Context: an optimization exercise on an open-source flow, tuned for small area, a short achievable clock period and few clock cycles. The choices shown serve that exercise and are no tape-out recipe. No functional check of the RTL was part of any run shown here. Power figures rest on the tool's default switching activity, not on a simulated workload.

==> flow/design.v <==
module h1_t32 (
    input  wire [31:0] y,
    output wire [31:0] t
);
    wire g0 = y[2] ^ y[7];
    wire g1 = y[0] ^ y[22];
    wire g2 = y[1] ^ y[23];
    wire g3 = y[3] ^ y[21];
    wire g4 = y[4] ^ g1;
    wire g5 = y[12] ^ y[28];
    wire g6 = y[25] ^ y[31];
    wire g7 = y[24] ^ y[29];
    wire g8 = y[11] ^ y[27];
    wire g9 = y[14] ^ y[30];
    wire g10 = y[10] ^ y[26];
    wire g11 = y[5] ^ y[8];
    wire g12 = y[6] ^ y[9];
    wire g13 = y[17] ^ g7;
    wire g14 = y[13] ^ y[18];
    wire g15 = y[15] ^ y[19];
    wire g16 = y[20] ^ g0;
    wire g17 = y[4] ^ y[24];
    wire g18 = y[16] ^ y[23];
    wire g19 = y[25] ^ g12;
    wire g20 = y[19] ^ y[29];
    wire g21 = y[7] ^ y[16];
    wire g22 = g2 ^ g10;
    wire g23 = y[26] ^ g14;
    wire g24 = g5 ^ g8;
    wire g25 = y[0] ^ g3;
    wire g26 = g6 ^ g9;
    wire g27 = g0 ^ g3;
    wire g28 = y[3] ^ y[10];
    wire g29 = y[17] ^ y[31];
    wire g30 = y[5] ^ y[15];
    wire g31 = y[9] ^ y[27];
    wire g32 = y[2] ^ y[20];
    wire g33 = y[2] ^ y[18];
    wire g34 = y[6] ^ g2;
    wire g35 = y[12] ^ g11;
    wire g36 = y[22] ^ g15;
    wire g37 = g6 ^ g24;
    wire g38 = y[30] ^ g23;
    wire g39 = y[11] ^ y[15];
    wire g40 = y[28] ^ y[31];
    wire g41 = y[5] ^ y[14];
    wire g42 = y[0] ^ y[13];
    wire g43 = y[5] ^ y[6];
    wire g44 = y[3] ^ y[26];
    wire g45 = y[3] ^ y[7];
    wire g46 = g18 ^ g32;
    wire g47 = y[30] ^ g8;
    wire g48 = y[14] ^ g11;
    wire g49 = y[27] ^ g20;
    wire g50 = g8 ^ g21;
    wire g51 = y[28] ^ g17;
    wire g52 = y[29] ^ g5;
    wire g53 = y[19] ^ g31;
    wire g54 = g30 ^ g33;
    wire g55 = y[8] ^ g40;
    wire g56 = y[13] ^ g9;
    wire g57 = g15 ^ g29;
    wire g58 = g12 ^ g18;
    wire g59 = g0 ^ g41;
    wire g60 = y[21] ^ g4;
    wire g61 = g13 ^ g19;
    wire g62 = y[25] ^ g13;
    wire g63 = y[11] ^ g4;
    wire g64 = g14 ^ g26;
    wire g65 = g4 ^ g57;
    wire g66 = g16 ^ g35;
    wire g67 = g13 ^ g56;
    wire g68 = y[16] ^ g16;
    wire g69 = g10 ^ g27;
    wire g70 = g34 ^ g68;
    wire g71 = y[8] ^ g38;
    assign t[0] = y[8] ^ g44 ^ g4 ^ g70;
    assign t[1] = y[17] ^ g2 ^ g11 ^ g17 ^ g31 ^ g27;
    assign t[2] = y[24] ^ y[28] ^ g11 ^ g28 ^ g33 ^ g4 ^ g19;
    assign t[3] = y[4] ^ y[5] ^ y[11] ^ g20 ^ g45 ^ g19 ^ g22;
    assign t[4] = y[6] ^ g10 ^ g17 ^ g47 ^ g66;
    assign t[5] = y[7] ^ y[13] ^ g11 ^ g12 ^ g25 ^ g37;
    assign t[6] = y[9] ^ y[14] ^ g28 ^ g42 ^ g46 ^ g52;
    assign t[7] = y[1] ^ y[4] ^ y[10] ^ g3 ^ g39 ^ g67;
    assign t[8] = y[12] ^ y[16] ^ g26 ^ g54 ^ g63;
    assign t[9] = y[13] ^ g65 ^ g66;
    assign t[10] = y[9] ^ g23 ^ g59 ^ g60;
    assign t[11] = y[27] ^ g28 ^ g34 ^ g36 ^ g48;
    assign t[12] = g39 ^ g16 ^ g51 ^ g58;
    assign t[13] = y[10] ^ g21 ^ g25 ^ g35 ^ g62;
    assign t[14] = y[1] ^ y[17] ^ g19 ^ g63 ^ g71;
    assign t[15] = y[12] ^ y[18] ^ y[31] ^ g22 ^ g53 ^ g59;
    assign t[16] = y[13] ^ g22 ^ g36 ^ g50 ^ g51;
    assign t[17] = g24 ^ g46 ^ g48 ^ g62;
    assign t[18] = y[15] ^ g5 ^ g25 ^ g38 ^ g61;
    assign t[19] = y[1] ^ g10 ^ g21 ^ g4 ^ g49 ^ g64;
    assign t[20] = y[3] ^ y[28] ^ g9 ^ g43 ^ g50 ^ g65;
    assign t[21] = g1 ^ g29 ^ g44 ^ g52 ^ g54;
    assign t[22] = y[22] ^ g16 ^ g49 ^ g71;
    assign t[23] = y[20] ^ y[23] ^ g9 ^ g25 ^ g53 ^ g55;
    assign t[24] = y[15] ^ g7 ^ g55 ^ g58 ^ g69;
    assign t[25] = g32 ^ g22 ^ g47 ^ g61;
    assign t[26] = y[18] ^ y[24] ^ y[30] ^ g37 ^ g69;
    assign t[27] = g20 ^ g42 ^ g37 ^ g70;
    assign t[28] = y[6] ^ g5 ^ g18 ^ g60 ^ g67;
    assign t[29] = y[7] ^ g1 ^ g2 ^ g30 ^ g13 ^ g64;
    assign t[30] = y[18] ^ y[20] ^ g17 ^ g45 ^ g26 ^ g36;
    assign t[31] = y[1] ^ g1 ^ g6 ^ g15 ^ g43 ^ g27;
endmodule
module h1_crc8 (
    input  wire [31:0] crc_in,
    input  wire [7:0]  data,
    output wire [31:0] crc_out
);
    wire [7:0] x = crc_in[7:0] ^ data;
    wire h0 = x[1] ^ x[7];
    wire h1 = x[0] ^ x[4];
    wire h2 = x[2] ^ x[3];
    wire h3 = x[5] ^ x[6];
    wire h4 = x[3] ^ x[4];
    wire h5 = x[1] ^ x[2];
    wire h6 = h2 ^ h3;
    wire h7 = x[6] ^ h0;
    wire h8 = x[2] ^ x[5];
    wire h9 = x[6] ^ x[7];
    wire h10 = x[0] ^ x[1];
    wire h11 = h1 ^ h2;
    wire h12 = x[0] ^ h3;
    wire h13 = h4 ^ h9;
    wire h14 = x[7] ^ h8;
    wire h15 = h0 ^ h4;
    wire h16 = h1 ^ h3;
    wire h17 = x[1] ^ h1;
    assign crc_out[0] = crc_in[8] ^ x[2];
    assign crc_out[1] = crc_in[9] ^ x[0] ^ x[3];
    assign crc_out[2] = crc_in[10] ^ h17;
    assign crc_out[3] = crc_in[11] ^ x[5] ^ h5;
    assign crc_out[4] = crc_in[12] ^ x[0] ^ x[6] ^ h2;
    assign crc_out[5] = crc_in[13] ^ h15;
    assign crc_out[6] = crc_in[14] ^ x[4] ^ x[5];
    assign crc_out[7] = crc_in[15] ^ h12;
    assign crc_out[8] = crc_in[16] ^ h7;
    assign crc_out[9] = crc_in[17] ^ x[7];
    assign crc_out[10] = crc_in[18] ^ x[2];
    assign crc_out[11] = crc_in[19] ^ x[3];
    assign crc_out[12] = crc_in[20] ^ h1;
    assign crc_out[13] = crc_in[21] ^ x[5] ^ h10;
    assign crc_out[14] = crc_in[22] ^ x[6] ^ h5;
    assign crc_out[15] = crc_in[23] ^ x[7] ^ h2;
    assign crc_out[16] = crc_in[24] ^ h11;
    assign crc_out[17] = crc_in[25] ^ x[3] ^ x[5] ^ h17;
    assign crc_out[18] = crc_in[26] ^ h5 ^ h16;
    assign crc_out[19] = crc_in[27] ^ h0 ^ h6;
    assign crc_out[20] = crc_in[28] ^ h13;
    assign crc_out[21] = crc_in[29] ^ x[4] ^ h14;
    assign crc_out[22] = crc_in[30] ^ h6;
    assign crc_out[23] = crc_in[31] ^ h13;
    assign crc_out[24] = h1 ^ h14;
    assign crc_out[25] = h10 ^ h6;
    assign crc_out[26] = h7 ^ h11;
    assign crc_out[27] = x[5] ^ h15;
    assign crc_out[28] = h16;
    assign crc_out[29] = h0 ^ h12;
    assign crc_out[30] = x[0] ^ h7;
    assign crc_out[31] = h0;
endmodule
module h1_codec (
    input  wire        clk,
    input  wire        rst,
    input  wire        cmd_valid,
    output wire        cmd_ready,
    input  wire [3:0]  cmd_code,
    input  wire        cmd_is_server,
    input  wire [2:0]  cmd_n,
    input  wire [15:0] cmd_len,
    input  wire [31:0] cmd_a,
    input  wire [31:0] cmd_b,
    input  wire        din_valid,
    output wire        din_ready,
    input  wire [31:0] din_data,
    output wire        rsp_valid,
    input  wire        rsp_ready,
    output wire [2:0]  rsp_status,
    output wire [31:0] rsp_data,
    output wire [31:0] rsp_data2,
    output wire [4:0]  rsp_info
);
    localparam [3:0] C_CFG_LOAD = 4'h1, C_CFG_READ = 4'h2, C_SEQ_DIST = 4'h5,
                     C_CRC_COMPUTE = 4'h6, C_CRC_VERIFY = 4'h7;
    localparam [2:0] ST_OK = 3'd0, ST_TRUNCATED = 3'd2, ST_INVALID = 3'd6,
                     ST_ILLEGAL = 3'd7;
    reg        cfg_vld;
    reg        cfg_srv;
    reg [31:0] cfg_proto;
    reg [31:0] cfg_seed;
    reg [2:0]  cfg_len;
    reg        s_idle, s_data, s_exec, s_resp, s_pend;
    reg        op_crc, op_ver, op_seq, op_load, op_read;
    reg [2:0]  nreg;         
    reg        drain;        
    reg [2:0]  err;
    reg [31:0] crc_n;
    reg [31:0] dreg;         
    reg        dvalid, dfull, dseed;
    reg [1:0]  dlane;        
    reg [15:0] rem_load;     
    reg [15:0] rem_proc;     
    reg        ok_r;
    reg        c_full;       
    reg        c_byte;       
    reg        c_trl;        
    reg        c_seq;        
    reg        rsp_valid_r, cmd_ready_r, din_ready_r;
    reg [2:0]  rsp_status_r;
    reg [4:0]  rsp_info_r;
    reg        sel_cfg, rsp_is_read;
    assign cmd_ready  = cmd_ready_r;
    assign din_ready  = din_ready_r;
    assign rsp_valid  = rsp_valid_r;
    assign rsp_status = rsp_status_r;
    assign rsp_info   = rsp_info_r;
    assign rsp_data   = crc_n;
    assign rsp_data2  = {32{sel_cfg}} & cfg_proto;
    wire take     = cmd_valid & cmd_ready_r;
    wire rtake    = rsp_valid_r & rsp_ready;
    wire din_fire = din_valid & din_ready_r;
    wire i_load = (cmd_code == C_CFG_LOAD);
    wire i_read = (cmd_code == C_CFG_READ);
    wire i_seq  = (cmd_code == C_SEQ_DIST);
    wire i_crc  = (cmd_code == C_CRC_COMPUTE) || (cmd_code == C_CRC_VERIFY);
    wire i_ver  = (cmd_code == C_CRC_VERIFY);
    wire i_nbad = (cmd_n > 3'd4);
    wire i_short = (cmd_len[15:3] == 13'd0) && (cmd_len[2:0] < cmd_n);
    wire i_drain = i_ver && (i_nbad || i_short);
    wire [2:0] i_err = !i_ver ? ST_OK : i_nbad ? ST_INVALID : i_short ? ST_TRUNCATED : ST_OK;
    wire [2:0] i_status = i_load ? (i_nbad ? ST_INVALID : ST_OK) :
                          i_read ? ST_OK : ST_ILLEGAL;
    wire [4:0] cfg_info = {cfg_vld && (cfg_len != 3'd0), cfg_vld ? cfg_len : 3'd0,
                           cfg_vld && cfg_srv};
    wire [31:0] cfg_seed_v = cfg_vld ? cfg_seed : 32'd0;
    wire i_len_nz = (cmd_len != 16'd0);
    wire direct = !s_resp || rsp_ready;
    wire [31:0] crc = ~crc_n;
    wire [31:0] t32_out;
    h1_t32 u_t32 (.y(crc ^ dreg), .t(t32_out));
    wire [31:0] byte_out;
    h1_crc8 u_crc8 (.crc_in(crc), .data(dreg[7:0]), .crc_out(byte_out));
    wire [1:0]  trl_idx  = rem_proc[1:0] - 2'd1;
    wire [7:0]  crc_sel  = crc_n[8 * trl_idx +: 8];
    wire        trl_eq   = (dreg[7:0] == crc_sel);
    wire        ok_next  = ok_r && !(c_trl && !trl_eq);
    wire        full_now = s_data && dvalid && dfull;
    wire        byte_now = s_data && dvalid && !dfull;
    wire        hi_nz    = (rem_proc[15:4] != 12'd0);
    wire [3:0]  lo       = rem_proc[3:0];
    wire        proc_gt4 = hi_nz || (lo > 4'd4);
    wire        wdone    = full_now || (byte_now && ((dlane == 2'd3) || (lo[2:0] == 3'd1)));
    wire        dec4     = full_now && !dseed;
    wire [3:0]  dec      = dec4 ? 4'd4 : byte_now ? 4'd1 : 4'd0;
    wire [15:0] proc_nx  = dec4 ? (proc_gt4 ? rem_proc - 16'd4 : 16'd0) :
                           byte_now ? rem_proc - 16'd1 : rem_proc;
    wire [3:0]  lo_nx    = lo - dec;
    wire [4:0]  full_thr = {2'd0, nreg} + 5'd4 + {1'b0, dec};
    wire        nf_full  = drain || hi_nz || ({1'b0, lo} >= full_thr);
    wire        data_end = s_data && dvalid && wdone &&
                           (dseed ? (!hi_nz && lo == 4'd0) : dfull ? !proc_gt4 : (lo[2:0] == 3'd1));
    wire        load_nz  = (rem_load != 16'd0);
    wire        load_gt4 = (rem_load[15:3] != 13'd0) || (rem_load[2:0] > 3'd4);
    wire [15:0] load_nx  = load_gt4 ? rem_load - 16'd4 : 16'd0;
    wire        dvalid_n = dvalid && !wdone;
    wire [1:0]  dlane_n  = byte_now ? dlane + 2'd1 : dlane;
    wire        cov_n    = (lo_nx > {1'b0, nreg});      
    wire        dat_n    = s_data && !data_end && dvalid_n;
    wire        c_full_n = dat_n && dfull && !drain;
    wire        c_byte_n = dat_n && !dfull && cov_n;
    wire        c_trl_n  = dat_n && !dfull && !cov_n;
    wire        c_full_f = nf_full && !drain;
    wire        c_byte_f = !nf_full && cov_n;
    wire        c_trl_f  = !nf_full && !cov_n;
    wire        wdone_nn = !dvalid_n || (dfull || (dlane_n == 2'd3) || (lo_nx[2:0] == 3'd1));
    wire        rdy_n    = s_data && !data_end && load_nz && wdone_nn;
    wire        rdy_f    = load_gt4 && nf_full;
    wire [15:0] seq_d    = rem_proc - dreg[15:0];
    wire        seq_ne   = (rem_proc[14:0] != dreg[14:0]);
    wire        seq_neg  = seq_d[15] && seq_ne;
    wire        seq_zero = !seq_ne && (rem_proc[15] == dreg[15]);
    wire go_n     = s_pend && rsp_ready;            
    wire t_direct = take && direct;
    wire s_data_nx = t_direct ? i_crc :
                     (s_data && !data_end) || (go_n && op_crc);
    wire s_exec_nx = t_direct ? i_seq : (go_n && !op_crc);
    wire s_pend_nx = (take && !direct) || (s_pend && !rsp_ready);
    wire s_resp_nx = t_direct ? !i_crc && !i_seq :
                     !take && ((s_data && data_end) || s_exec || (s_resp && !rsp_ready));
    wire s_idle_nx = !take && ((s_idle) || (s_resp && rsp_ready));
    always @(posedge clk) begin
        if (rst) begin
            cfg_vld      <= 1'b0;
            s_idle       <= 1'b1;
            s_data       <= 1'b0;
            s_exec       <= 1'b0;
            s_resp       <= 1'b0;
            s_pend       <= 1'b0;
            crc_n        <= 32'd0;
            dvalid       <= 1'b0;
            rsp_valid_r  <= 1'b0;
            cmd_ready_r  <= 1'b0;
            din_ready_r  <= 1'b0;
            c_full       <= 1'b0;
            c_byte       <= 1'b0;
            c_trl        <= 1'b0;
            c_seq        <= 1'b0;
        end else begin
            s_idle      <= s_idle_nx;
            s_data      <= s_data_nx;
            s_exec      <= s_exec_nx;
            s_resp      <= s_resp_nx;
            s_pend      <= s_pend_nx;
            rsp_valid_r <= s_resp_nx || s_pend_nx;
            if (take)
                dvalid <= 1'b1;
            else if (din_fire)
                dvalid <= 1'b1;
            else
                dvalid <= dvalid_n;
            if (take) begin
                c_full <= t_direct && i_crc;
                c_byte <= 1'b0;
                c_trl  <= 1'b0;
            end else if (din_fire) begin
                c_full <= c_full_f;
                c_byte <= c_byte_f;
                c_trl  <= c_trl_f;
            end else if (go_n) begin
                c_full <= op_crc && !drain;
                c_byte <= 1'b0;
                c_trl  <= 1'b0;
            end else begin
                c_full <= c_full_n;
                c_byte <= c_byte_n;
                c_trl  <= c_trl_n;
            end
            c_seq <= t_direct ? i_seq : (go_n && op_seq);
            if (take)
                din_ready_r <= t_direct && i_crc && i_len_nz;
            else if (din_fire)
                din_ready_r <= rdy_f;
            else if (go_n)
                din_ready_r <= op_crc && load_nz;
            else
                din_ready_r <= rdy_n;
            if (take && i_load && !i_nbad)
                cfg_vld <= 1'b1;
            if (t_direct && i_read)
                crc_n <= cfg_seed_v;
            else if (rtake)
                crc_n <= 32'd0;
            else if (data_end && op_ver)
                crc_n <= 32'd0;
            else if (c_full)
                crc_n <= ~t32_out;
            else if (c_byte)
                crc_n <= ~byte_out;
            else if (c_seq)
                crc_n <= {{16{seq_neg}}, seq_d};
            else if (s_exec && op_read)
                crc_n <= cfg_seed_v;
            if (data_end) begin
                rsp_status_r <= err;
                rsp_info_r   <= {4'd0, op_ver && (err == ST_OK) && ok_next};
                sel_cfg      <= 1'b0;
                rsp_is_read  <= 1'b0;
            end
            if (s_exec) begin
                rsp_status_r <= op_load ? ((nreg > 3'd4) ? ST_INVALID : ST_OK) :
                                (op_read || op_seq) ? ST_OK : ST_ILLEGAL;
                rsp_info_r   <= op_read ? cfg_info :
                                op_seq ? {2'b00, seq_neg, seq_zero, !seq_neg && !seq_zero} : 5'd0;
                sel_cfg      <= op_read && cfg_vld;
                rsp_is_read  <= op_read;
            end
            if (t_direct && !i_crc && !i_seq) begin
                rsp_status_r <= i_status;
                rsp_info_r   <= i_read ? cfg_info : 5'd0;
                sel_cfg      <= i_read && cfg_vld;
                rsp_is_read  <= i_read;
            end
            if (take)
                cmd_ready_r <= t_direct && !i_crc && !i_seq && !i_read;
            else if (s_data)
                cmd_ready_r <= data_end;
            else if (s_exec)
                cmd_ready_r <= !op_read;
            else if (s_resp)
                cmd_ready_r <= rsp_ready || !rsp_is_read;
            else if (s_idle)
                cmd_ready_r <= 1'b1;
            else
                cmd_ready_r <= 1'b0;
        end
        if (take && i_load && !i_nbad) begin
            cfg_srv   <= cmd_is_server;
            cfg_proto <= cmd_b;
            cfg_seed  <= cmd_a;
            cfg_len   <= cmd_n;
        end
        if (take) begin
            op_crc   <= i_crc;
            op_ver   <= i_ver;
            op_seq   <= i_seq;
            op_load  <= i_load;
            op_read  <= i_read;
            err      <= i_err;
            nreg     <= (i_crc && !i_ver) ? 3'd0 : cmd_n;
            drain    <= i_drain;
            ok_r     <= 1'b1;
            dreg     <= cmd_a;
            dfull    <= 1'b1;
            dseed    <= 1'b1;
            dlane    <= 2'd0;
            rem_load <= cmd_len;
            rem_proc <= i_seq ? cmd_b[15:0] : cmd_len;
        end else begin
            if (s_data) begin
                rem_proc <= proc_nx;
                ok_r     <= ok_next;
            end
            if (din_fire) begin
                dreg     <= din_data;
                dfull    <= nf_full;
                dseed    <= 1'b0;
                dlane    <= 2'd0;
                rem_load <= load_nx;
            end else if (byte_now) begin
                dreg     <= dreg >> 8;
                dlane    <= dlane + 2'd1;
            end
        end
    end
endmodule
==> flow/flow/run.sh <==
#!/bin/bash
# Layout flow: the standard flow (standard.sh: ORFS synthesis to the
# final layout, unchanged), with the I/O port buffers that global placement
# inserts made from sky130_fd_sc_hd__buf_2 instead of the resizer's default
# pick. Every port still gets its own buffer. The full output of the ORFS
# run goes to flow_standard.log in this folder; each tool's own log is kept
# by ORFS under orfs/logs/.
set -euo pipefail
export BUFFER_PORTS_ARGS="-buffer_cell sky130_fd_sc_hd__buf_2"
bash standard.sh > flow_standard.log 2>&1
==> flow/standard.sh <==
#!/bin/bash
# synth_recipe.tcl (not shown) runs the flow's synth.tcl, then flattens the netlist and writes it again
# the make line also repeats each setting of config.mk as NAME=value (left out here)
make -C /OpenROAD-flow-scripts/flow DESIGN_CONFIG=/design/flow/config.mk WORK_HOME=/design/flow/orfs CLKGATE_MAP_FILE= SYNTH_SCRIPT=/design/flow/synth_recipe.tcl "${@:-finish}"
==> flow/config.mk <==
export PLATFORM = sky130hd
export DESIGN_NAME = h1_codec
export DESIGN_NICKNAME = h1_codec
export VERILOG_FILES = /design/flow/design.v
export SDC_FILE = /design/flow/constraint.sdc
export NUM_CORES = 4
export LEC_CHECK = 0
export CAP_MARGIN = 20
export CORE_MARGIN = 2
export CORE_UTILIZATION = 40
export PLACE_DENSITY = 0.6
export SLEW_MARGIN = 20
==> flow/constraint.sdc <==
create_clock -name core_clock -period 5.0 [get_ports {clk}]
set_input_delay 1.0000 -clock core_clock [delete_from_list [all_inputs] [get_ports {clk}]]
set_output_delay 1.0000 -clock core_clock [all_outputs]
set_load 0.01 [all_outputs]
==> impl_metrics.json, run 1 <==
{
  "initial_core_util_pct": 40.4,
  "period_needed_ns": 3.94,
  "grt_max_degree": 70,
  "antenna_left": 0,
  "synth-seq-cells": 204,
  "async_flop_share_pct": 0,
  "hpwl_mm": 37.4,
  "netlist_area_sq_um": 14300,
  "cts_made_buffers": 23,
  "hold_ws_ns": 0.479,
  "cts_max_path_buffers": 3,
  "post_cts_resized": 0,
  "area_growth_pct": 16.0,
  "start_kind": "flop",
  "drtPass1Iterations": 7,
  "cts_tree": "built",
  "grt_overflow": 0,
  "setup_tns_ns": 0,
  "critPathBufInv": 1,
  "period_share_pct": 78.8,
  "gp_congestion": 0.962,
  "ys.flop_type": "edfxtp_1",
  "worst-setup-path-type": "reg2reg",
  "htreeDepth": 1,
  "syn_avg_cell_area_sq_um": 10.2,
  "drive_gt1_share_pct": 19.0,
  "synth_cells": 1399,
  "cts_sinks": 204,
  "cp_slowest_stage_delay_ns": 0.89,
  "fin_skew_ns": 0.0271,
  "worstSetupEndpointType": "flop",
  "wirelength_mm": 49.0,
  "hp-class": "reg2reg",
  "irDropWorstVdd_uv": 278,
  "drc": 0,
  "tightest_slew_ns": 1.12,
  "die_h_um": 193,
  "die_x_um": 193,
  "io_pins": 200,
  "detail_route.iter0.violations": 1545,
  "core_sq_um": 35300,
  "synth_edf_count": 153,
  "via_per_inst": 5.77,
  "grt_use_total_pct": 26.1,
  "cp_slowest_cell": "a31oi_2",
  "power_mw": 7.36,
  "synthesis.nets": 1564,
  "final_cell_mix": "xnor2_1 (220), buf_2 (199), edfxtp_1 (153)",
  "nets": 1751,
  "vias": 11900,
  "yosys_warnings": 1,
  "rsz0062_at_grt": "no",
  "hold_violations": 0,
  "cts_hold_buf": 0,
  "setup_viol": 0,
  "required_ns": 5.38,
  "clock_latency_ns": 0.52,
  "post_cts_buffers": 0,
  "max_slew_margin_pct": 25.2,
  "cts_root_buf": "clkbuf_16",
  "drv_cap": 0,
  "grt_pass1_vias": 11300,
  "cp_top_family": "compound AO/OA/AOI/OAI gates",
  "fill_cells": 3391,
  "final_common_cell": "xnor2_1",
  "rows": 69,
  "clkSlewWorstSetupHoldPaths_ns": 0.06,
  "p_leak_nw": 6.24,
  "antenna_found_initial": 0,
  "cp_data_arrival_time_ns": 4.32,
  "gr-usage-met1_pct": 38.5,
  "fmax_ghz": 0.254,
  "multi_input_area_sq_um": 8300,
  "grt_pass1_wl_mm": 72.1,
  "outcome": "no timing/DRC/antenna violations",
  "maxSlewViolCount": 0,
  "yosysSeqAreaShare_pct": 39.4,
  "io_buffers": 199,
  "antenna_cells": 0,
  "met2_usage_pct": 40.0,
  "wl_per_cell_um": 23.8,
  "worstPathMaxFanout": 16,
  "crit_chain": "inv_1 > ha_1 > nand3b_1 > a21boi_1 > o211a_1 > or4_1 > a31oi_2 > a221oi_1 > a211oi_1 > nor3_1",
  "yosysUniqueCellTypes": 78,
  "met3_usage_pct": 3.66,
  "die_area_sq_um": 37200,
  "cellPowerDensity_nw_per_um2": 445,
  "grt.busiest_layer": "met2",
  "seqCellArea_sq_um": 5620
}
synth_stat cells (6+ instances only):
library cell | n | area share [%]
a211o_1 | 6 | 0.37
a211oi_1 | 25 | 1.3
a21o_1 | 12 | 0.63
a21oi_1 | 68 | 2.4
a221oi_1 | 12 | 0.74
a22o_1 | 9 | 0.55
a22oi_1 | 9 | 0.47
a311oi_1 | 11 | 0.68
a31oi_1 | 7 | 0.31
and2_1 | 41 | 1.8
and3_1 | 10 | 0.44
clkbuf_1 | 50 | 1.3
dfxtp_1 | 51 | 7.2
edfxtp_1 | 153 | 32
ha_1 | 39 | 3.4
inv_1 | 38 | 1.0
mux2i_1 | 42 | 2.9
mux4_2 | 7 | 1.1
nand2_1 | 112 | 2.9
nand2b_1 | 9 | 0.39
nand3_1 | 30 | 1.1
nand4_1 | 8 | 0.35
nor2_1 | 87 | 2.3
nor2b_1 | 6 | 0.26
nor3_1 | 30 | 1.1
nor4_1 | 11 | 0.48
o21a_1 | 7 | 0.37
o21ai_0 | 77 | 2.7
o21ai_1 | 9 | 0.32
o22ai_1 | 8 | 0.35
or2_2 | 6 | 0.26
or3_1 | 13 | 0.57
xnor2_1 | 220 | 14
xnor2_2 | 10 | 1.1
xnor3_1 | 17 | 2.7
xor2_1 | 64 | 3.9
xor2_2 | 6 | 0.68
where the power goes:
group | switching [mW] | internal, mW
combinational | 2.07 | 1.56
sequential | 0.156 | 1.94
clock | 0.703 | 0.933
total | 2.92 | 4.44
final cells by class:
cell class | count | share of cell area, %
multi-input cells | 1095 | 50.2
flip-flops and latches | 204 | 34.0
repair buffers | 222 | 7.19
clock buffers | 32 | 3.81
well taps | 461 | 3.49
inverters | 40 | 0.908
clock inverters | 9 | 0.477
cell families after synthesis:
group,after synthesis,share of synthesized area (%)
buf+inv,100,2.68
simple gates,383,13.1
fa+ha+maj,40,3.56
xor+xnor,326,23.6
flops,204,39.4
mux,50,4.24
compound gates,296,13.4
worst register-to-register path: cells and delay by family (launching register included):
family | cells | cell delay (ns)
compound gates | 5 | 1.80
fa+ha+maj | 1 | 0.22
buf+inv | 1 | 0.33
flops | 1 | 0.70
simple gates | 3 | 0.75
per-layer routing:
| layer | routed length [um] | vias up |
|---|---|---|
| li1 | - | 5422 |
| met1 | 21100 | 5737 |
| met2 | 21900 | 639 |
| met3 | 4540 | 96 |
| met4 | 1480 | 0 |
| met5 | 0 | - |
state kept, by name, summed over array words and instances (netlist names), 2 cells and up:
name,flops
dreg,32
err,2
crc_n,32
rsp_info_r,5
cfg_seed,32
rem_load,16
dlane,2
cfg_len,3
rsp_status_r,3
rem_proc,16
nreg,3
cfg_proto,32
final timing paths:
check | end | slack (ns) | cells after the start | from
hold / removal | ok_r | 0.48 | 2 | ok_r
setup reg to reg | crc_n[21] | 1.06 | 10 | rem_proc[0]
hold reg to reg | ok_r | 0.48 | 2 | ok_r
setup / recovery | crc_n[21] | 1.06 | 10 | rem_proc[0]
per-stage QoR:
stage | worst slack (ns) | area (sq um) | cells | utilization (%)
floorplan | 1.35 | 14300 | 1399 | -
global placement | 1.17 | 15800 | 2021 | 44.7
detailed placement | 1.03 | 15800 | 2021 | 44.7
CTS | 1.07 | 16500 | 2062 | 46.8
global route | 0.673 | 16500 | 2063 | 46.8
finish | 1.06 | 16500 | 2063 | 46.8
==> run 2: changes to the inputs <==
--- a/flow/design.v
+++ b/flow/design.v
@@ -195,5 +195,5 @@
     reg [31:0] cfg_seed;
     reg [2:0]  cfg_len;
-    reg        s_idle, s_data, s_exec, s_resp, s_pend;
+    reg        s_idle, s_data, s_exec, s_exec2, s_resp, s_pend;
     reg        op_crc, op_ver, op_seq, op_load, op_read;
     reg [2:0]  nreg;         
@@ -202,5 +202,6 @@
     reg [31:0] crc_n;
     reg [31:0] dreg;         
-    reg        dvalid, dfull, dseed;
+    reg        dvalid;       
+    reg        dfull, dseed;
     reg [1:0]  dlane;        
     reg [15:0] rem_load;     
@@ -210,5 +211,5 @@
     reg        c_byte;       
     reg        c_trl;        
-    reg        c_seq;        
+    reg        seq_ne, seq_eq;
     reg        rsp_valid_r, cmd_ready_r, din_ready_r;
     reg [2:0]  rsp_status_r;
@@ -232,5 +233,5 @@
     wire i_nbad = (cmd_n > 3'd4);
     wire i_short = (cmd_len[15:3] == 13'd0) && (cmd_len[2:0] < cmd_n);
-    wire i_drain = i_ver && (i_nbad || i_short);
+    wire i_drain = i_ver && (i_nbad || i_short || (cmd_n == 3'd0));
     wire [2:0] i_err = !i_ver ? ST_OK : i_nbad ? ST_INVALID : i_short ? ST_TRUNCATED : ST_OK;
     wire [2:0] i_status = i_load ? (i_nbad ? ST_INVALID : ST_OK) :
@@ -240,5 +241,7 @@
     wire [31:0] cfg_seed_v = cfg_vld ? cfg_seed : 32'd0;
     wire i_len_nz = (cmd_len != 16'd0);
-    wire direct = !s_resp || rsp_ready;
+    wire direct   = !s_resp || rsp_ready;
+    wire t_direct = take && direct;
+    wire go_n     = s_pend && rsp_ready;             
     wire [31:0] crc = ~crc_n;
     wire [31:0] t32_out;
@@ -250,19 +253,28 @@
     wire        trl_eq   = (dreg[7:0] == crc_sel);
     wire        ok_next  = ok_r && !(c_trl && !trl_eq);
-    wire        full_now = s_data && dvalid && dfull;
-    wire        byte_now = s_data && dvalid && !dfull;
+    wire        full_now = dvalid && dfull;
+    wire        byte_now = dvalid && !dfull;
     wire        hi_nz    = (rem_proc[15:4] != 12'd0);
     wire [3:0]  lo       = rem_proc[3:0];
     wire        proc_gt4 = hi_nz || (lo > 4'd4);
-    wire        wdone    = full_now || (byte_now && ((dlane == 2'd3) || (lo[2:0] == 3'd1)));
     wire        dec4     = full_now && !dseed;
-    wire [3:0]  dec      = dec4 ? 4'd4 : byte_now ? 4'd1 : 4'd0;
+    wire        wdone    = full_now || (byte_now && ((dlane == 2'd3) || (lo[2:0] == 3'd1)));
     wire [15:0] proc_nx  = dec4 ? (proc_gt4 ? rem_proc - 16'd4 : 16'd0) :
                            byte_now ? rem_proc - 16'd1 : rem_proc;
-    wire [3:0]  lo_nx    = lo - dec;
-    wire [4:0]  full_thr = {2'd0, nreg} + 5'd4 + {1'b0, dec};
-    wire        nf_full  = drain || hi_nz || ({1'b0, lo} >= full_thr);
-    wire        data_end = s_data && dvalid && wdone &&
-                           (dseed ? (!hi_nz && lo == 4'd0) : dfull ? !proc_gt4 : (lo[2:0] == 3'd1));
+    wire [3:0]  n4       = {1'b0, nreg} + 4'd4;
+    wire        ge_n4_0  = hi_nz || (lo >= n4);
+    wire        ge_n4_1  = hi_nz || (lo > n4);
+    wire        ge_n4_4  = hi_nz || ({1'b0, lo} >= {1'b0, n4} + 5'd4);
+    wire        gt_n_0   = (lo > {1'b0, nreg});
+    wire        gt_n_1   = (lo > {1'b0, nreg} + 4'd1);
+    wire        gt_n_4   = (lo > n4);
+    wire        eq1_0    = (lo[2:0] == 3'd1);
+    wire        eq1_1    = (lo[2:0] == 3'd2);
+    wire        eq1_4    = (lo[2:0] == 3'd5);
+    wire        nf_full  = drain || (dec4 ? ge_n4_4 : byte_now ? ge_n4_1 : ge_n4_0);
+    wire        cov_n    = dec4 ? gt_n_4 : byte_now ? gt_n_1 : gt_n_0;
+    wire        one_n    = dec4 ? eq1_4 : byte_now ? eq1_1 : eq1_0;
+    wire        data_end = dvalid && wdone &&
+                           (dseed ? (!hi_nz && lo == 4'd0) : dfull ? !proc_gt4 : eq1_0);
     wire        load_nz  = (rem_load != 16'd0);
     wire        load_gt4 = (rem_load[15:3] != 13'd0) || (rem_load[2:0] > 3'd4);
@@ -270,28 +282,23 @@
     wire        dvalid_n = dvalid && !wdone;
     wire [1:0]  dlane_n  = byte_now ? dlane + 2'd1 : dlane;
-    wire        cov_n    = (lo_nx > {1'b0, nreg});      
-    wire        dat_n    = s_data && !data_end && dvalid_n;
-    wire        c_full_n = dat_n && dfull && !drain;
-    wire        c_byte_n = dat_n && !dfull && cov_n;
-    wire        c_trl_n  = dat_n && !dfull && !cov_n;
+    wire        c_full_n = 1'b0;                      
+    wire        c_byte_n = dvalid_n && cov_n;
+    wire        c_trl_n  = dvalid_n && !cov_n;
     wire        c_full_f = nf_full && !drain;
     wire        c_byte_f = !nf_full && cov_n;
     wire        c_trl_f  = !nf_full && !cov_n;
-    wire        wdone_nn = !dvalid_n || (dfull || (dlane_n == 2'd3) || (lo_nx[2:0] == 3'd1));
-    wire        rdy_n    = s_data && !data_end && load_nz && wdone_nn;
+    wire        rdy_n    = s_data && !data_end && load_nz &&
+                           (!dvalid_n || (dlane_n == 2'd3) || one_n);
     wire        rdy_f    = load_gt4 && nf_full;
     wire [15:0] seq_d    = rem_proc - dreg[15:0];
-    wire        seq_ne   = (rem_proc[14:0] != dreg[14:0]);
-    wire        seq_neg  = seq_d[15] && seq_ne;
-    wire        seq_zero = !seq_ne && (rem_proc[15] == dreg[15]);
-    wire go_n     = s_pend && rsp_ready;            
-    wire t_direct = take && direct;
-    wire s_data_nx = t_direct ? i_crc :
-                     (s_data && !data_end) || (go_n && op_crc);
-    wire s_exec_nx = t_direct ? i_seq : (go_n && !op_crc);
-    wire s_pend_nx = (take && !direct) || (s_pend && !rsp_ready);
-    wire s_resp_nx = t_direct ? !i_crc && !i_seq :
-                     !take && ((s_data && data_end) || s_exec || (s_resp && !rsp_ready));
-    wire s_idle_nx = !take && ((s_idle) || (s_resp && rsp_ready));
+    wire        seq_neg  = crc_n[15] && seq_ne;      
+    wire s_data_nx  = t_direct ? i_crc : (s_data && !data_end) || (go_n && op_crc);
+    wire s_exec_nx  = t_direct ? i_seq : (go_n && !op_crc);
+    wire s_exec2_nx = s_exec && op_seq;
+    wire s_pend_nx  = (take && !direct) || (s_pend && !rsp_ready);
+    wire s_resp_nx  = t_direct ? !i_crc && !i_seq :
+                      !take && ((s_data && data_end) || (s_exec && !op_seq) || s_exec2 ||
+                                (s_resp && !rsp_ready));
+    wire s_idle_nx  = !take && (s_idle || (s_resp && rsp_ready));
     always @(posedge clk) begin
         if (rst) begin
@@ -300,4 +307,5 @@
             s_data       <= 1'b0;
             s_exec       <= 1'b0;
+            s_exec2      <= 1'b0;
             s_resp       <= 1'b0;
             s_pend       <= 1'b0;
@@ -310,60 +318,55 @@
             c_byte       <= 1'b0;
             c_trl        <= 1'b0;
-            c_seq        <= 1'b0;
         end else begin
             s_idle      <= s_idle_nx;
             s_data      <= s_data_nx;
             s_exec      <= s_exec_nx;
+            s_exec2     <= s_exec2_nx;
             s_resp      <= s_resp_nx;
             s_pend      <= s_pend_nx;
             rsp_valid_r <= s_resp_nx || s_pend_nx;
-            if (take)
-                dvalid <= 1'b1;
-            else if (din_fire)
-                dvalid <= 1'b1;
-            else
-                dvalid <= dvalid_n;
             if (take) begin
-                c_full <= t_direct && i_crc;
+                dvalid <= t_direct && i_crc;
+                c_full <= t_direct && i_crc && !i_drain;
                 c_byte <= 1'b0;
                 c_trl  <= 1'b0;
-            end else if (din_fire) begin
-                c_full <= c_full_f;
-                c_byte <= c_byte_f;
-                c_trl  <= c_trl_f;
             end else if (go_n) begin
+                dvalid <= op_crc;
                 c_full <= op_crc && !drain;
                 c_byte <= 1'b0;
                 c_trl  <= 1'b0;
+            end else if (din_fire) begin
+                dvalid <= 1'b1;
+                c_full <= c_full_f;
+                c_byte <= c_byte_f;
+                c_trl  <= c_trl_f;
             end else begin
+                dvalid <= dvalid_n;
                 c_full <= c_full_n;
                 c_byte <= c_byte_n;
                 c_trl  <= c_trl_n;
             end
-            c_seq <= t_direct ? i_seq : (go_n && op_seq);
             if (take)
                 din_ready_r <= t_direct && i_crc && i_len_nz;
-            else if (din_fire)
-                din_ready_r <= rdy_f;
             else if (go_n)
                 din_ready_r <= op_crc && load_nz;
+            else if (din_fire)
+                din_ready_r <= rdy_f;
             else
                 din_ready_r <= rdy_n;
             if (take && i_load && !i_nbad)
                 cfg_vld <= 1'b1;
-            if (t_direct && i_read)
-                crc_n <= cfg_seed_v;
-            else if (rtake)
-                crc_n <= 32'd0;
-            else if (data_end && op_ver)
-                crc_n <= 32'd0;
-            else if (c_full)
+            if (c_full)
                 crc_n <= ~t32_out;
             else if (c_byte)
                 crc_n <= ~byte_out;
-            else if (c_seq)
-                crc_n <= {{16{seq_neg}}, seq_d};
-            else if (s_exec && op_read)
+            else if (s_exec && op_seq)
+                crc_n <= {16'd0, seq_d};
+            else if (s_exec2)
+                crc_n <= {{16{seq_neg}}, crc_n[15:0]};
+            else if ((t_direct && i_read) || (s_exec && op_read))
                 crc_n <= cfg_seed_v;
+            else if (rtake || (data_end && op_ver))
+                crc_n <= 32'd0;
             if (data_end) begin
                 rsp_status_r <= err;
@@ -375,9 +378,10 @@
                 rsp_status_r <= op_load ? ((nreg > 3'd4) ? ST_INVALID : ST_OK) :
                                 (op_read || op_seq) ? ST_OK : ST_ILLEGAL;
-                rsp_info_r   <= op_read ? cfg_info :
-                                op_seq ? {2'b00, seq_neg, seq_zero, !seq_neg && !seq_zero} : 5'd0;
+                rsp_info_r   <= op_read ? cfg_info : 5'd0;
                 sel_cfg      <= op_read && cfg_vld;
                 rsp_is_read  <= op_read;
             end
+            if (s_exec2)
+                rsp_info_r   <= {2'b00, seq_neg, seq_eq, !seq_neg && !seq_eq};
             if (t_direct && !i_crc && !i_seq) begin
                 rsp_status_r <= i_status;
@@ -391,5 +395,7 @@
                 cmd_ready_r <= data_end;
             else if (s_exec)
-                cmd_ready_r <= !op_read;
+                cmd_ready_r <= !op_read && !op_seq;
+            else if (s_exec2)
+                cmd_ready_r <= 1'b1;
             else if (s_resp)
                 cmd_ready_r <= rsp_ready || !rsp_is_read;
@@ -405,4 +411,8 @@
             cfg_len   <= cmd_n;
         end
+        if (s_exec) begin
+            seq_ne <= (rem_proc[14:0] != dreg[14:0]);
+            seq_eq <= (rem_proc == dreg[15:0]);
+        end
         if (take) begin
             op_crc   <= i_crc;
@@ -434,5 +444,5 @@
             end else if (byte_now) begin
                 dreg     <= dreg >> 8;
-                dlane    <= dlane + 2'd1;
+                dlane    <= dlane_n;
             end
         end
==> flow/run.sh (new file) <==
#!/bin/bash
# synth_recipe.tcl (not shown) runs the flow's synth.tcl, then flattens the netlist and writes it again
# the make line also repeats each setting of config.mk as NAME=value (left out here)
make -C /OpenROAD-flow-scripts/flow DESIGN_CONFIG=/design/flow/config.mk WORK_HOME=/design/flow/orfs CLKGATE_MAP_FILE= SYNTH_SCRIPT=/design/flow/synth_recipe.tcl finish
--- a/flow/config.mk
+++ b/flow/config.mk
@@ -6,7 +6,9 @@
 export NUM_CORES = 4
 export LEC_CHECK = 0
+export ABC_CLOCK_PERIOD_IN_PS = 2000
 export CAP_MARGIN = 20
 export CORE_MARGIN = 2
 export CORE_UTILIZATION = 40
 export PLACE_DENSITY = 0.6
+export SETUP_SLACK_MARGIN = 2.6
 export SLEW_MARGIN = 20
removed: flow/flow/run.sh
removed: flow/standard.sh
==> run 2 against run 1 <==
- still clean on timing, DRC and antenna
- core utilization up 11 points
- sequential cell count up 2
- clock skew down 0.0073 ns
- first-iteration DRC count up 3.4%
- global-route usage up 2.4 points
- clock power up 15%
- critical path type unchanged
- critical endpoint is now crc_n[8]
- largest power group unchanged
- highest routed layer unchanged
==> impl_metrics.json, run 2 <==
{
  "synth_cells": 1403,
  "cp_data_arrival_time_ns": 3.15,
  "yosysTopAreaCellShare_pct": 32.6,
  "setup_viol": 0,
  "synth_edf_count": 155,
  "cts_hold_buf": 0,
  "yosys.cell_count.top_type": "xnor2_1",
  "cts_root_buf": "clkbuf_16",
  "grt_max_degree": 65,
  "yosysSeqAreaShare_pct": 39.7,
  "io_pins": 200,
  "hold_ws_ns": 0.462,
  "drc": 0,
  "synth_commonest_cells": "xnor2_1 (215), edfxtp_1 (155), nand2_1 (125), nor2_1 (87), a21oi_1 (69)",
  "drv_cap": 0,
  "cp_slowest_cell": "edfxtp_1",
  "synth_xor_area_share_pct": 22.8,
  "worstSetupEndpointType": "flop",
  "antenna_cells": 0,
  "clock_latency_ns": 0.55,
  "timing.final.ws_setup_ns": 2.30,
  "htreeDepth": 1,
  "tightest_slew_ns": 1.13,
  "synth_top_area_cell": "edfxtp_1",
  "max_slew_margin_pct": 24.6,
  "core_sq_um": 35400,
  "initial_core_util_pct": 40.4,
  "nets": 1888,
  "p_sw_mw": 2.90,
  "area_growth_pct": 43.0,
  "hold_violations": 0,
  "required_ns": 5.45,
  "die_x_um": 193,
  "wirelength_mm": 55.5,
  "p_leak_nw": 7.65,
  "vias": 13200,
  "setup_tns_ns": 0,
  "cts_sinks": 206,
  "via_per_inst": 5.99,
  "cts_tree": "built",
  "synth_top_family_by_area": "XOR/XNOR gates",
  "cellPowerDensity_nw_per_um2": 369,
  "synth_compound_area_share_pct": 15.5,
  "drive_gt1_share_pct": 30.0,
  "period_needed_ns": 2.70,
  "antenna_found_initial": 0,
  "maxSlewViolCount": 0,
  "grt_overflow": 0,
  "hp-class": "reg2reg",
  "clockPowerShare_pct": 25.0,
  "cts_made_buffers": 25,
  "syn_avg_cell_area_sq_um": 10.2,
  "drtPass1Iterations": 6,
  "netlist_area_sq_um": 14300,
  "yosys.area_share.simple_pct": 13.0,
  "ys.flop_type": "edfxtp_1",
  "fin_skew_ns": 0.0198,
  "antenna_left": 0,
  "async_flop_share_pct": 0,
  "worstPathMaxFanout": 4,
  "grt_pass1_wl_mm": 78.9,
  "rows": 69,
  "hpwl_mm": 38.1,
  "cp_slowest_stage_delay_ns": 0.38,
  "final_common_cell": "xnor2_1",
  "period_share_pct": 54.1,
  "yosys_warnings": 1,
  "synthMuxAreaShare_pct": 2.66,
  "rsz0062_at_grt": "yes",
  "synthTopCellsByArea": "edfxtp_1 (33%), xnor2_1 (13%), dfxtp_1 (7.1%), xor2_1 (3.5%), nand2_1 (3.3%)",
  "synth-seq-cells": 206,
  "intPower_mw": 4.64,
  "p_comb_share_pct": 47.7,
  "final_cell_mix": "xnor2_1 (182), edfxtp_1 (155), buf_4 (131)",
  "place_ws_ns": 0.947,
  "grt_use_total_pct": 28.6,
  "gp_congestion": 0.949,
  "swShare_pct": 38.5,
  "outcome": "no timing/DRC/antenna violations",
  "detail_route.iter0.violations": 1598,
  "synthesis.nets": 1566,
  "cts_max_path_buffers": 3,
  "crit_chain": "buf_12 > clkinvlp_4 > ha_4 > fa_2 > nor2b_2 > o31a_1 > buf_4 > o21a_1 > o22ai_2 > mux2i_1 > a221o_1 > a21oi_1",
  "irDropWorstVdd_uv": 552,
  "io_buffers": 199,
  "die_h_um": 193,
  "fmax_ghz": 0.370,
  "grt_pass1_vias": 12200,
  "pwr-share-seq_pct": 27.3,
  "worst-setup-path-type": "reg2reg",
  "synth-adder-area-share_pct": 3.38,
  "die_area_sq_um": 37200,
  "wl_per_cell_um": 25.2,
  "clkSlewWorstSetupHoldPaths_ns": 0.06,
  "yosysUniqueCellTypes": 77,
  "start_kind": "flop"
}
-- run 2: changes by cell type after synthesis, sizes merged, moves of 6 or more --
cell,change
nand3,-12
mux2i,-22
a31oi,+25
xor2,-9
nand2,+13
nor2b,+6
nand4,+6
o31ai,+16
a311oi,-7
xnor3,-10
o22ai,+11
xnor2,+7
o21ai,-44
-- run 2: timing repair --
action / 4_1_cts / 5_1_grt
cloned: 9 / 2
pin swaps: 67 / 72
gates resized for setup: 449 / 112
endpoints found under the setup margin: 274 / 168
setup buffers: 89 / 49
-- run 2: worst paths after layout --
kind,start,endpoint,slack [ns],cells past startpoint
max,rem_proc[0],crc_n[8],2.30,12
min reg2reg,dlane[1],dlane[1],0.46,2
min,dlane[1],dlane[1],0.46,2
max reg2reg,rem_proc[0],crc_n[8],2.30,12
-- run 2: worst max-delay path, delay by kind of cell, from the launching register on --
kind            cells  cell delay (ns)
compound gates      5             1.03
fa+ha+maj           2             0.56
flops               1             0.38
buf+inv             3             0.34
simple gates        1             0.15
mux                 1             0.14
-- run 2: cell type report --
type | instances | area (sq um)
fillers | 2997 | 15000
multi-input cells | 1096 | 9610
flip-flops and latches | 206 | 5790
repair buffers | 353 | 3430
clock buffers | 29 | 671
well taps | 461 | 577
clock inverters | 17 | 181
inverters | 43 | 170
-- run 2: power by group through the flow --
stage,clock (mW),sequential (mW),combinational (mW)
after floorplan,0,2.06,2.06
after global placement,0,2.11,2.94
after detailed placement,0,2.11,2.93
after CTS,1.89,2.06,3.23
after global routing,1.96,2.07,3.72
final,1.88,2.06,3.60
-- run 2: metrics by stage --
step / std cells / util (%) / instance area [sq um] / power, mW
final: 2205 / 57.7 / 20400 / 7.54
after CTS: 2154 / 55.0 / 19500 / 7.19
after detailed placement: 2010 / 47.7 / 16900 / 5.04
after floorplan: 1403 / - / 14600 / 4.12
after global placement: 2010 / 47.7 / 16900 / 5.06
after global routing: 2205 / 57.7 / 20400 / 7.75
-- run 2: cell families after synthesis --
logic type | after synthesis
adder cells (fa/ha/maj) | 38
multiplexers | 28
AND/OR/NAND/NOR | 382
buffers and inverters | 109
AO/OA/AOI/OAI | 326
XOR/XNOR | 314
flip-flops | 206
-- run 2: per-layer routing --
metal  wire, um  track usage (%)
met1      22500             39.8
met2      25400             45.1
met3       5400             5.45
met4       2140             8.65
met5          0                0
==> run 3: changes to the inputs <==
==> flow/flow/run.sh (new file) <==
#!/bin/bash
# Layout flow: the standard flow (standard.sh: ORFS synthesis to the
# final layout, unchanged), with the I/O port buffers that global placement
# inserts made from sky130_fd_sc_hd__buf_2 instead of the resizer's default
# pick. Every port still gets its own buffer. The full output of the ORFS
# run goes to flow_standard.log in this folder; each tool's own log is kept
# by ORFS under orfs/logs/.
set -euo pipefail
export BUFFER_PORTS_ARGS="-buffer_cell sky130_fd_sc_hd__buf_2"
bash standard.sh > flow_standard.log 2>&1
==> flow/standard.sh (new file) <==
#!/bin/bash
# synth_recipe.tcl (not shown) runs the flow's synth.tcl, then flattens the netlist and writes it again
# the make line also repeats each setting of config.mk as NAME=value (left out here)
make -C /OpenROAD-flow-scripts/flow DESIGN_CONFIG=/design/flow/config.mk WORK_HOME=/design/flow/orfs CLKGATE_MAP_FILE= SYNTH_SCRIPT=/design/flow/synth_recipe.tcl "${@:-finish}"
removed: flow/run.sh
==> run 3 against run 2 <==
- still clean
- critical path depth is the same
- clock power grew 7%
- fmax grew 0.26%
- sequential share of layout area grew 0.85 points
- combinational power shrank 3%
- setup slack gained 0.0070 ns
- synthesized area is the same
- count of clock-buffer cells in the layout grew 7
- first-iteration DRC count shrank 12%
- critical path type is now in2reg
- critical endpoint is now crc_n[12]
==> impl_metrics.json, run 3 <==
{
  "worstHoldStart": "dlane[1]",
  "grt_use_total_pct": 27.4,
  "tightest_slew_ns": 1.15,
  "clock_latency_ns": 0.54,
  "synth_top_area_cell": "edfxtp_1",
  "grt_pass1_wl_mm": 76.1,
  "cts_tree": "built",
  "cellPowerDensity_nw_per_um2": 390,
  "synthesis.nets": 1566,
  "final_common_cell": "xnor2_1",
  "swShare_pct": 37.0,
  "area_growth_pct": 36.3,
  "yosys.cell_count.top_type": "xnor2_1",
  "hpwl_mm": 36.7,
  "layoutNonFillerInstCount": 2184,
  "yosys_warnings": 1,
  "p_leak_nw": 7.42,
  "drtPass1Iterations": 5,
  "antenna_found_initial": 2,
  "drive_gt1_share_pct": 36.3,
  "fmax_ghz": 0.371,
  "required_ns": 5.45,
  "clkSlewWorstSetupHoldPaths_ns": 0.06,
  "setup_tns_ns": 0,
  "intPower_mw": 4.78,
  "core_sq_um": 35400,
  "rows": 69,
  "setup_viol": 0,
  "io_buffers": 199,
  "synth_cells": 1403,
  "outcome": "no timing/DRC/antenna violations",
  "ys.flop_type": "edfxtp_1",
  "fin_skew_ns": 0.0252,
  "yosysUniqueCellTypes": 77,
  "synth_commonest_cells": "xnor2_1 (215), edfxtp_1 (155), nand2_1 (125), nor2_1 (87), a21oi_1 (69)",
  "worstSetupEndpointType": "flop",
  "synth-seq-cells": 206,
  "synthTopCellsByArea": "edfxtp_1 (33%), xnor2_1 (13%), dfxtp_1 (7.1%), xor2_1 (3.5%), nand2_1 (3.3%)",
  "netlist_area_sq_um": 14300,
  "grt_pass1_vias": 12200,
  "io_pins": 200,
  "async_flop_share_pct": 0,
  "wl_per_cell_um": 24.4,
  "p_comb_share_pct": 45.9,
  "antenna_left": 0,
  "r2r-start": "rem_proc[0]",
  "die_h_um": 193,
  "grt_overflow": 0,
  "clockPowerShare_pct": 26.7,
  "synth_edf_count": 155,
  "vias": 12800,
  "irDropWorstVdd_uv": 349,
  "drv_cap": 0,
  "grt_max_degree": 70,
  "nets": 1867,
  "worstPathMaxFanout": 6,
  "die_area_sq_um": 37200,
  "period_needed_ns": 2.70,
  "hold_ws_ns": 0.465,
  "period_share_pct": 53.9,
  "yosysTopAreaCellShare_pct": 32.6,
  "antenna_cells": 0,
  "p_sw_mw": 2.81,
  "hp-class": "reg2reg",
  "yosysSeqAreaShare_pct": 39.7,
  "rsz0062_at_grt": "yes",
  "via_per_inst": 5.87,
  "drc": 0,
  "worst-setup-path-type": "in2reg",
  "fin_util_pct": 55.0,
  "cp_data_arrival_time_ns": 3.15,
  "detail_route.iter0.violations": 1412,
  "cts_sinks": 206,
  "final_cell_mix": "xnor2_1 (177), buf_2 (163), edfxtp_1 (155)",
  "pwr-share-seq_pct": 27.4,
  "dp.cells": 2006,
  "max_slew_margin_pct": 23.4,
  "crit_start": "cmd_code[2]",
  "gp_congestion": 0.933,
  "reg2reg_slack_ns": 2.38,
  "cts_made_buffers": 25,
  "maxSlewViolCount": 0,
  "start_kind": "input port",
  "syn_avg_cell_area_sq_um": 10.2,
  "die_x_um": 193,
  "hold_violations": 0,
  "power_mw": 7.59,
  "cts_root_buf": "clkbuf_16",
  "initial_core_util_pct": 40.4,
  "wirelength_mm": 53.3,
  "cts_max_path_buffers": 3,
  "htreeDepth": 1,
  "fill_cells": 3060
}
## run 3: cell count changes in the layout (fill, tap and decap cells not counted), sizes merged
cell,change
buf,+142
clkdlybuf4s50,-108
dlygate4sd2,-47
clkbuf,+8
dlymetal6s2s,-6
clkinvlp,-5
bufinv,+3
clkinv,-3
and2,-2
inv,-2
nand3,-1
## run 3: area by class of cell
type / instances / area [sq um] / area share (%)
multi-input combinational: 1093 / 9600 / 49.3
clock buffer: 36 / 727 / 3.73
timing repair buffer: 335 / 2520 / 12.9
tap: 461 / 577 / 2.96
inverter: 43 / 176 / 0.906
sequential: 206 / 5690 / 29.2
clock inverter: 10 / 181 / 0.932
## run 3: per-layer routing
metal  wire length (um)  global-route usage [%]
met4               1910                    10.5
met1              22000                    37.4
met3               4430                    5.03
met5                 22                       0
met2              24900                    43.2
## run 3: path summary, 6_finish.rpt
kind | cells after the start | end
max | 12 | crc_n[12]
min reg2reg | 2 | dlane[1]
min | 2 | dlane[1]
max reg2reg | 12 | crc_n[19]
## run 3: metrics by stage
step	setup slack (ns)	instance area [sq um]
2_1_floorplan	2.21	14600
3_3_place_gp	1.29	15900
3_5_place_dp	1.16	15900
4_1_cts	2.40	18600
5_1_grt	2.25	19500
6_report	2.30	19500
## run 3: worst max-delay path, stage by stage
cell and delay, ns:
buf_8 0.10, or4b_4 0.59, inv_4 0.08, nand4_1 0.19, buf_4 0.22, o22ai_4 0.16
buf_12 0.15, buf_16 0.13, buf_6 0.10, a311oi_2 0.08, a21o_1 0.19, a31oi_1 0.15
## run 3: power by group through the flow
stage                     Sequential [mW]  Combinational [mW]  Clock [mW]
after floorplan                      2.06                2.06           0
after global placement               2.12                2.84           0
after detailed placement             2.12                2.83           0
after CTS                            2.08                3.27        2.03
after global routing                 2.09                3.64        2.10
final                                2.08                3.48        2.02
## run 3: what timing repair did
| item | in CTS | in global routing |
|---|---|---|
| hold endpoints to repair | 0 | 0 |
| hold buffers | 0 | 0 |
| buffers inserted | 95 | 29 |
| setup endpoints to repair | 194 | 183 |
| gates resized for setup | 161 | 135 |
| cloned | 6 | 2 |
| pin swaps | 66 | 48 |
## run 3: logic make-up (layout without fill, tap and decap cells)
kind of cell | Yosys count | after routing | synth area share (%)
AOI/OAI and AO/OA | 326 | 327 | 15.5
xor gates and xnor gates | 314 | 314 | 22.8
adders and majority gates | 38 | 38 | 3.38
buffers and inverters | 109 | 424 | 2.93
DFF | 206 | 206 | 39.7
muxes | 28 | 28 | 2.66
and+or+nand+nor | 382 | 386 | 13.0
==> run 4: changes to the inputs <==
--- a/flow/design.v
+++ b/flow/design.v
@@ -212,4 +212,5 @@
     reg        c_trl;        
     reg        seq_ne, seq_eq;
+    reg [1:0]  trl_idx;      
     reg        rsp_valid_r, cmd_ready_r, din_ready_r;
     reg [2:0]  rsp_status_r;
@@ -249,5 +250,4 @@
     wire [31:0] byte_out;
     h1_crc8 u_crc8 (.crc_in(crc), .data(dreg[7:0]), .crc_out(byte_out));
-    wire [1:0]  trl_idx  = rem_proc[1:0] - 2'd1;
     wire [7:0]  crc_sel  = crc_n[8 * trl_idx +: 8];
     wire        trl_eq   = (dreg[7:0] == crc_sel);
@@ -292,5 +292,5 @@
     wire        rdy_f    = load_gt4 && nf_full;
     wire [15:0] seq_d    = rem_proc - dreg[15:0];
-    wire        seq_neg  = crc_n[15] && seq_ne;      
+    wire        seq_neg  = rem_proc[15] && seq_ne;   
     wire s_data_nx  = t_direct ? i_crc : (s_data && !data_end) || (go_n && op_crc);
     wire s_exec_nx  = t_direct ? i_seq : (go_n && !op_crc);
@@ -361,8 +361,6 @@
             else if (c_byte)
                 crc_n <= ~byte_out;
-            else if (s_exec && op_seq)
-                crc_n <= {16'd0, seq_d};
             else if (s_exec2)
-                crc_n <= {{16{seq_neg}}, crc_n[15:0]};
+                crc_n <= {{16{seq_neg}}, rem_proc};
             else if ((t_direct && i_read) || (s_exec && op_read))
                 crc_n <= cfg_seed_v;
@@ -411,4 +409,5 @@
             cfg_len   <= cmd_n;
         end
+        trl_idx <= proc_nx[1:0] - 2'd1;
         if (s_exec) begin
             seq_ne <= (rem_proc[14:0] != dreg[14:0]);
@@ -436,4 +435,6 @@
                 ok_r     <= ok_next;
             end
+            if (s_exec && op_seq)
+                rem_proc <= seq_d;
             if (din_fire) begin
                 dreg     <= din_data;
==> run 4 against run 3 <==
- synthesized area is 1.7% lower
- highest routed layer is now met4
- count of clock-buffer cells in the layout shrank 3
- still clean
- critical path depth decreased by 4
- largest cell class unchanged
- combinational power down 5%
- power is 4.0% lower
==> impl_metrics.json, run 4 <==
{
  "outcome": "no timing/DRC/antenna violations",
  "antenna_found_initial": 0,
  "worstRegToRegCells": 8,
  "drtPass1Iterations": 5,
  "wirelength_mm": 51.0,
  "io_pins": 200,
  "cts_made_buffers": 25,
  "nets": 1799,
  "hpwl_mm": 36.2,
  "grt_overflow": 0,
  "synthTopCellsByArea": "edfxtp_1 (33%), xnor2_1 (16%), dfxtp_1 (7.6%), xor2_1 (3.3%), ha_1 (3.3%)",
  "required_ns": 5.38,
  "core_sq_um": 34500,
  "worstSetupEndpointType": "flop",
  "cp_data_arrival_time_ns": 3.24,
  "drc": 0,
  "drive_gt1_share_pct": 31.2,
  "p_leak_nw": 6.60,
  "area_growth_pct": 28.8,
  "cts_root_buf": "clkbuf_16",
  "final_area_sq_um": 18100,
  "wl_per_cell_um": 24.2,
  "start_kind": "flop",
  "cp_slowest_cell": "or4_4",
  "cp_top_family": "simple AND/OR/NAND/NOR gates",
  "drv_cap": 0,
  "fin_skew_ns": 0.0282,
  "timing.final.ws_setup_ns": 2.14,
  "cellPowerDensity_nw_per_um2": 403,
  "final_common_cell": "xnor2_1",
  "max_slew_margin_pct": 27.8,
  "yosys_warnings": 1,
  "die_x_um": 191,
  "period_needed_ns": 2.86,
  "hold_violations": 0,
  "async_flop_share_pct": 0,
  "netlist_area_sq_um": 14000,
  "die_h_um": 191,
  "period_share_pct": 57.2,
  "setup_tns_ns": 0,
  "grt_max_degree": 70,
  "crit_chain": "or4_4 > nor3_4 > nand3_2 > a211o_4 > o2111a_2 > buf_12 > a221oi_2 > nor2_1",
  "die_area_sq_um": 36600,
  "critPathBufInv": 1,
  "gp_congestion": 0.971,
  "antenna_left": 0,
  "yosysTopAreaCellShare_pct": 33.1,
  "io_buffers": 199,
  "initial_core_util_pct": 40.6,
  "htreeDepth": 1,
  "place_ws_ns": 1.14,
  "via_per_inst": 5.76,
  "hold_path_depth": 2,
  "worstPathMaxFanout": 7,
  "fmax_ghz": 0.349,
  "rsz0062_at_grt": "yes",
  "power_mw": 7.29,
  "clkSlewWorstSetupHoldPaths_ns": 0.06,
  "yosysUniqueCellTypes": 71,
  "detail_route.iter0.violations": 1015,
  "cts_sinks": 208,
  "vias": 12100,
  "setup_viol": 0,
  "maxSlewViolCount": 0,
  "syn_avg_cell_area_sq_um": 10.3,
  "rows": 68,
  "synth_top_area_cell": "edfxtp_1",
  "synth_edf_count": 155,
  "hp-class": "reg2reg",
  "fill_cells": 3190,
  "grt_use_total_pct": 27.5,
  "cts_tree": "built",
  "synthesis.nets": 1531,
  "clock_latency_ns": 0.54,
  "synth-seq-cells": 208,
  "cp.depth": 8,
  "grt_pass1_vias": 11700,
  "final_cell_mix": "xnor2_1 (230), buf_2 (199), edfxtp_1 (155)",
  "multi_input_area_sq_um": 8970,
  "irDropWorstVdd_uv": 233,
  "cp_slowest_stage_delay_ns": 0.58,
  "placed_cell_area_sq_um": 15700,
  "antenna_cells": 0,
  "ys.flop_type": "edfxtp_1",
  "synth_cells": 1368,
  "cts_max_path_buffers": 3,
  "tightest_slew_ns": 1.08,
  "yosys.cell_count.top_type": "xnor2_1",
  "grt_pass1_wl_mm": 74.8,
  "worst-setup-path-type": "reg2reg",
  "seqCellArea_sq_um": 5720,
  "synth_commonest_cells": "xnor2_1 (252), edfxtp_1 (155), nand2_1 (123), a21oi_1 (70), nor2_1 (70)",
  "yosysSeqAreaShare_pct": 40.7
}
## run 4: cell count changes in the layout (fill, tap and decap cells not counted), sizes merged, moves of 8 or more
cell    delta
a221oi    +26
nor2      -17
xnor2     +29
o22ai     -14
xnor3      -9
buf       -40
a31oi     -15
mux2i      +9
nand3      -8
o21ai     +23
## run 4: where the power goes
part / switching [mW] / leakage [nW] / internal [mW]
logic: 1.89 / 4.34 / 1.43
registers: 0.133 / 1.87 / 1.97
clock network: 0.753 / 0.397 / 1.11
total: 2.78 / 6.60 / 4.51
## run 4: kinds of logic after synthesis
family | Yosys count | share of synthesized area, %
compound gates | 320 | 15.5
xor+xnor | 326 | 22.3
fa+ha+maj | 38 | 3.44
buf+inv | 96 | 2.76
flops | 208 | 40.7
mux | 38 | 3.43
simple gates | 342 | 11.9
## run 4: cell type report
| cell class | instances | share of cell area [%] |
|---|---|---|
| tap | 455 | 3.15 |
| clock inverter | 12 | 0.768 |
| multi-input combinational | 1068 | 49.6 |
| clock buffer | 33 | 3.79 |
| sequential | 208 | 31.6 |
| inverter | 38 | 0.858 |
| timing repair buffer | 295 | 10.2 |
## run 4: metal layers
| metal | GRT usage, % | share of wire (%) |
|---|---|---|
| met2 | 41.2 | 44 |
| met1 | 39.2 | 43 |
| met5 | 0 | 0 |
| met4 | 9.64 | 3.6 |
| met3 | 5.89 | 9.2 |
## run 4: worst reg2reg max path, stage by stage, from the launching register on
cell	delay, ns
edfxtp_1	0.43
or4_4	0.58
nor3_4	0.30
nand3_2	0.11
a211o_4	0.36
o2111a_2	0.39
buf_12	0.20
a221oi_2	0.26
nor2_1	0.08
## run 4: worst paths after layout
check	from	end	slack [ns]
hold reg to reg	dlane[1]	dlane[1]	0.46
hold / removal	dlane[1]	dlane[1]	0.46
setup / recovery	rem_proc[4]	crc_n[24]	2.14
setup reg to reg	rem_proc[4]	crc_n[24]	2.14
## run 4: repair_timing
action,CTS,global route
buffers inserted,57,22
hold buffers,0,0
pin swaps,46,46
resized for setup,83,81
endpoints found under the setup margin,205,198
gates cloned,5,0
## run 4: through the flow
stage          utilization (%)  instances  hold slack, ns
6_report                  52.4       2109           0.464
5_1_grt                   52.4       2109           0.488
4_1_cts                   50.7       2087           0.465
3_5_place_dp              45.5       1980           0.454
3_3_place_gp              45.5       1980           0.449
2_1_floorplan                -       1368           0.440

[what the ideal ports hide]
The results above use ideal ports. As a check the final layouts listed here were re-extracted and re-timed, cells and wires unchanged.
Step 1: set_driving_cell puts a clkbuf_16 on clk and a buf_2 on each other input, an assumption about the parent block.
Step 2 moves the port delays by t, midway between the first and last clock arrival at a register: inputs arrive t later, outputs are due t later. That takes back most of the time a late clock gives input paths.
Three values: ideal ports, drivers, drivers and shift; two values: the first two.
run | t (ns) | setup WS [ns] | worst setup path after step 2 | cell pins on the clock port's net
run 1 | 0.559 | 1.061 / 1.061 / 0.937 | input to register | 1
run 2 | 0.591 | 2.296 / 2.296 / 1.763 | input to register | 1
run 3 | 0.583 | 2.303 / 2.317 / 1.734 | input to register | 1
run 4 | 0.577 | 2.138 / 2.138 / 1.786 | input to register | 1
After both steps setup and hold are still met in every run listed. The setup slack of run 3, which loses most, moves by +0.014 ns with the drivers and by -0.569 ns with both steps.
